Background: an optimization exercise with open tools, aiming at small area, a short achievable clock period and few clock cycles. Do not read the settings as production practice. At most, simulation tests tie the RTL to the original design; equivalence was not proved. Power and IR drop assume default switching activity.

==> job 7743: inputs <==
// h1_parser
module h1_parser (
    input  wire        clk,
    input  wire        rst,
    input  wire        cmd_valid,
    output wire        cmd_ready,
    input  wire [15:0] cmd_len,
    input  wire [31:0] cmd_seed,
    input  wire [2:0]  cmd_crc_len,
    input  wire        din_valid,
    output wire        din_ready,
    input  wire [31:0] din_data,
    output wire        rsp_valid,
    input  wire        rsp_ready,
    output wire [2:0]  rsp_status,
    output wire [2:0]  rsp_kind,
    output wire [31:0] rsp_w0,
    output wire [31:0] rsp_w1,
    output wire [31:0] rsp_w2,
    output wire [31:0] rsp_w3,
    output wire [15:0] rsp_h,
    output wire [7:0]  rsp_b0,
    output wire [7:0]  rsp_b1
);
export LEC_CHECK = 0
export CAP_MARGIN = 20
export CORE_MARGIN = 2
export CORE_UTILIZATION = 40
export PLACE_DENSITY = 0.6
export SETUP_SLACK_MARGIN = 2.5
export SLEW_MARGIN = 20
export SYNTH_HIERARCHICAL = 1
export SYNTH_MINIMUM_KEEP_SIZE = 0
create_clock -name core_clock -period 5.5 [get_ports {clk}]
run.sh (not shown) runs the stock make flow with config.mk's settings and CLKGATE_MAP_FILE= SYNTH_SCRIPT=/design/flow/synth_recipe.tcl, a recipe that flattens the netlist after the stock synthesis.
==> job 9603 (differences from job 7743) <==
--- a/flow/design.v
+++ b/flow/design.v
@@ -234,23 +234,25 @@
                          m_pfx ? M_L4 :
                          (wm == M_L4) ? M_L4B :
                          (wm == M_L4B) ? M_OPC : M_PFX;
     wire        k_pb   = m_pfx && !s0_ff;
     wire [15:0] tsel   = (m_pfx || (wm == M_L4)) ? 16'd2 : k_opc ? lsq[15:0] : 16'd0;
     wire        tci    = !k_opc;
     wire [18:0] y_subb  = addc(y, {2'b11, ~tsel}, !tci);
-    wire [17:0] y_suba;
-    h1_ysub8 u_ysub (.y(y), .s(s0), .r(y_suba));
+    wire [18:0] y_lo    = addc({10'd0, y[7:0]}, {10'd0, ~s0}, 1'b0);
+    wire [18:0] y_hdec  = addc({8'd0, y[17:8]}, 18'h3FFFF, 1'b0);
+    wire [17:0] y_suba  = {y_lo[8] ? y[17:8] : y_hdec[9:0], y_lo[7:0]};
     wire [17:0] y_sub   = k_pb ? y_suba : y_subb[17:0];
     wire [15:0] ent_op = k_opc ? {s0, s1} : {s1, s2};
     wire [16:0] ent_ls = k_opc ? lsq : {9'd0, s0};
-    wire        ov_s, ov_l;
-    h1_ovf8  u_ovs (.s(s0), .k(kk), .y(y), .over(ov_s));
-    h1_ovf16 u_ovl (.l(lsq), .k(kk), .y(y), .over(ov_l));
-    wire        e_over = k_opc ? ov_l : ov_s;
+    wire [18:0] s0k    = addc({10'd0, s0}, {15'd0, kk}, 1'b0);
+    wire [18:0] s0_cmp = addc({9'd0, s0k[8:0]}, {9'd0, ~y[8:0]}, 1'b1);     
+    wire [18:0] lsk    = addc({2'b00, lsq[15:0]}, {15'd0, kk}, 1'b0);
+    wire [18:0] ls_cmp = addc({1'b0, lsk[16:0]}, ~y, 1'b0);                 
+    wire        e_over = k_opc ? (lsq[16] || ls_cmp[18]) : ((y[17:9] == 9'd0) && s0_cmp[9]);
     reg         pe_v;
     reg  [3:0]  pe_cls;      
     reg         pe_short;    
     reg         pe_lt4, pe_lt18, pe_lt22, pe_gt2, pe_gt4, pe_gt22;
     reg  [4:0]  pe_zs;       
     wire [3:0]  e_cls   = pe_cls;
     wire [2:0]  e_kind  = e_cls[2:0];
@@ -512,30 +514,7 @@
             zs <= pe_zs - (adv ? 5'd4 : 5'd0);
         else if (adv && bi[0])
             zs <= 5'd14;
         else if (adv)
             zs <= (zs >= 5'd4) ? zs - 5'd4 : 5'd0;
     end
 endmodule
-module h1_ovf8 (
-    input  wire [7:0]  s,
-    input  wire [2:0]  k,
-    input  wire [17:0] y,
-    output wire        over
-);
-    assign over = ({10'd0, s} + {15'd0, k}) >= y;
-endmodule
-module h1_ovf16 (
-    input  wire [16:0] l,
-    input  wire [2:0]  k,
-    input  wire [17:0] y,
-    output wire        over
-);
-    assign over = l[16] || (({2'b00, l[15:0]} + {15'd0, k}) > y);
-endmodule
-module h1_ysub8 (
-    input  wire [17:0] y,
-    input  wire [7:0]  s,
-    output wire [17:0] r
-);
-    assign r = y - {10'd0, s} - 18'd1;
-endmodule
--- a/flow/config.mk
+++ b/flow/config.mk
@@ -7,9 +7,7 @@
 export LEC_CHECK = 0
 export CAP_MARGIN = 20
 export CORE_MARGIN = 2
 export CORE_UTILIZATION = 40
 export PLACE_DENSITY = 0.6
 export SETUP_SLACK_MARGIN = 2.5
 export SLEW_MARGIN = 20
-export SYNTH_HIERARCHICAL = 1
-export SYNTH_MINIMUM_KEEP_SIZE = 0
==> job 4967 (differences from job 7743) <==
--- a/flow/config.mk
+++ b/flow/config.mk
@@ -5,11 +5,11 @@
 export SDC_FILE = /design/flow/constraint.sdc
 export NUM_CORES = 4
 export LEC_CHECK = 0
 export CAP_MARGIN = 20
 export CORE_MARGIN = 2
 export CORE_UTILIZATION = 40
 export PLACE_DENSITY = 0.6
-export SETUP_SLACK_MARGIN = 2.5
+export SETUP_SLACK_MARGIN = 1.5
 export SLEW_MARGIN = 20
 export SYNTH_HIERARCHICAL = 1
 export SYNTH_MINIMUM_KEEP_SIZE = 0
==> notes <==
Job 7743 went through all stages and came out clean. Job 4967 completed without violations. Job 9603 passed the timing, design-rule and antenna checks. The lowest critical path depth belongs to job 4967, the highest to job 7743. In job 9603 the synthesized area is lower than in job 4967, by about 3.3%. Routed wire length: job 4967 < job 9603 < job 7743. Final area: job 7743 > job 9603 > job 4967. Non-clock buffer count: job 4967 < job 9603 < job 7743. First-iteration DRC count, highest first: job 7743, job 9603, job 4967. Between job 4967 and job 7743, the lower global-route usage is in job 4967 (gap 2.4 points). Flip-flop and latch count is the same in job 7743 and job 4967. The lowest sequential power belongs to job 9603, the highest to job 4967. Via count, lowest first: job 4967, job 9603, job 7743. The highest clock skew belongs to job 9603, the lowest to job 4967.
Testbench counts of job 7743, summed over its fixed seeds: cycles 59,858.
Testbench counts of job 4967, summed over its fixed seeds: cycles 59,858.
Only the layout flow was run in job 9603; the RTL was not checked for function there.

==> re-timing with driven ports <==
The results above use ideal ports. As a check the final layouts listed here were re-extracted and re-timed, cells and wires unchanged.
Step 1 assumes that a clkbuf_16 drives the clock port and a buf_2 every other input.
Step 2 moves the port delays by t, midway between the first and last clock arrival at a register: inputs arrive t later, outputs are due t later. That takes back most of the time a late clock gives input paths.
Three values: ideal, step 1, step 2; two values: the first two.
run | shift t [ns] | slack for setup (ns) | worst setup path after step 2 | slew at the worst register clock pin (ns)
job 7743 | 0.669 | 1.955 / 1.955 / 1.423 | input to register | 0.07 / 0.07
job 9603 | 0.675 | 1.654 / 1.654 / 1.524 | input to register | 0.07 / 0.07
job 4967 | 0.669 | 1.683 / 1.683 / 1.072 | input to register | 0.07 / 0.07
After both steps setup and hold are still met in every run listed. The setup slack of job 4967, which loses most, moves by 0.000 ns with the drivers and by -0.611 ns with both steps.
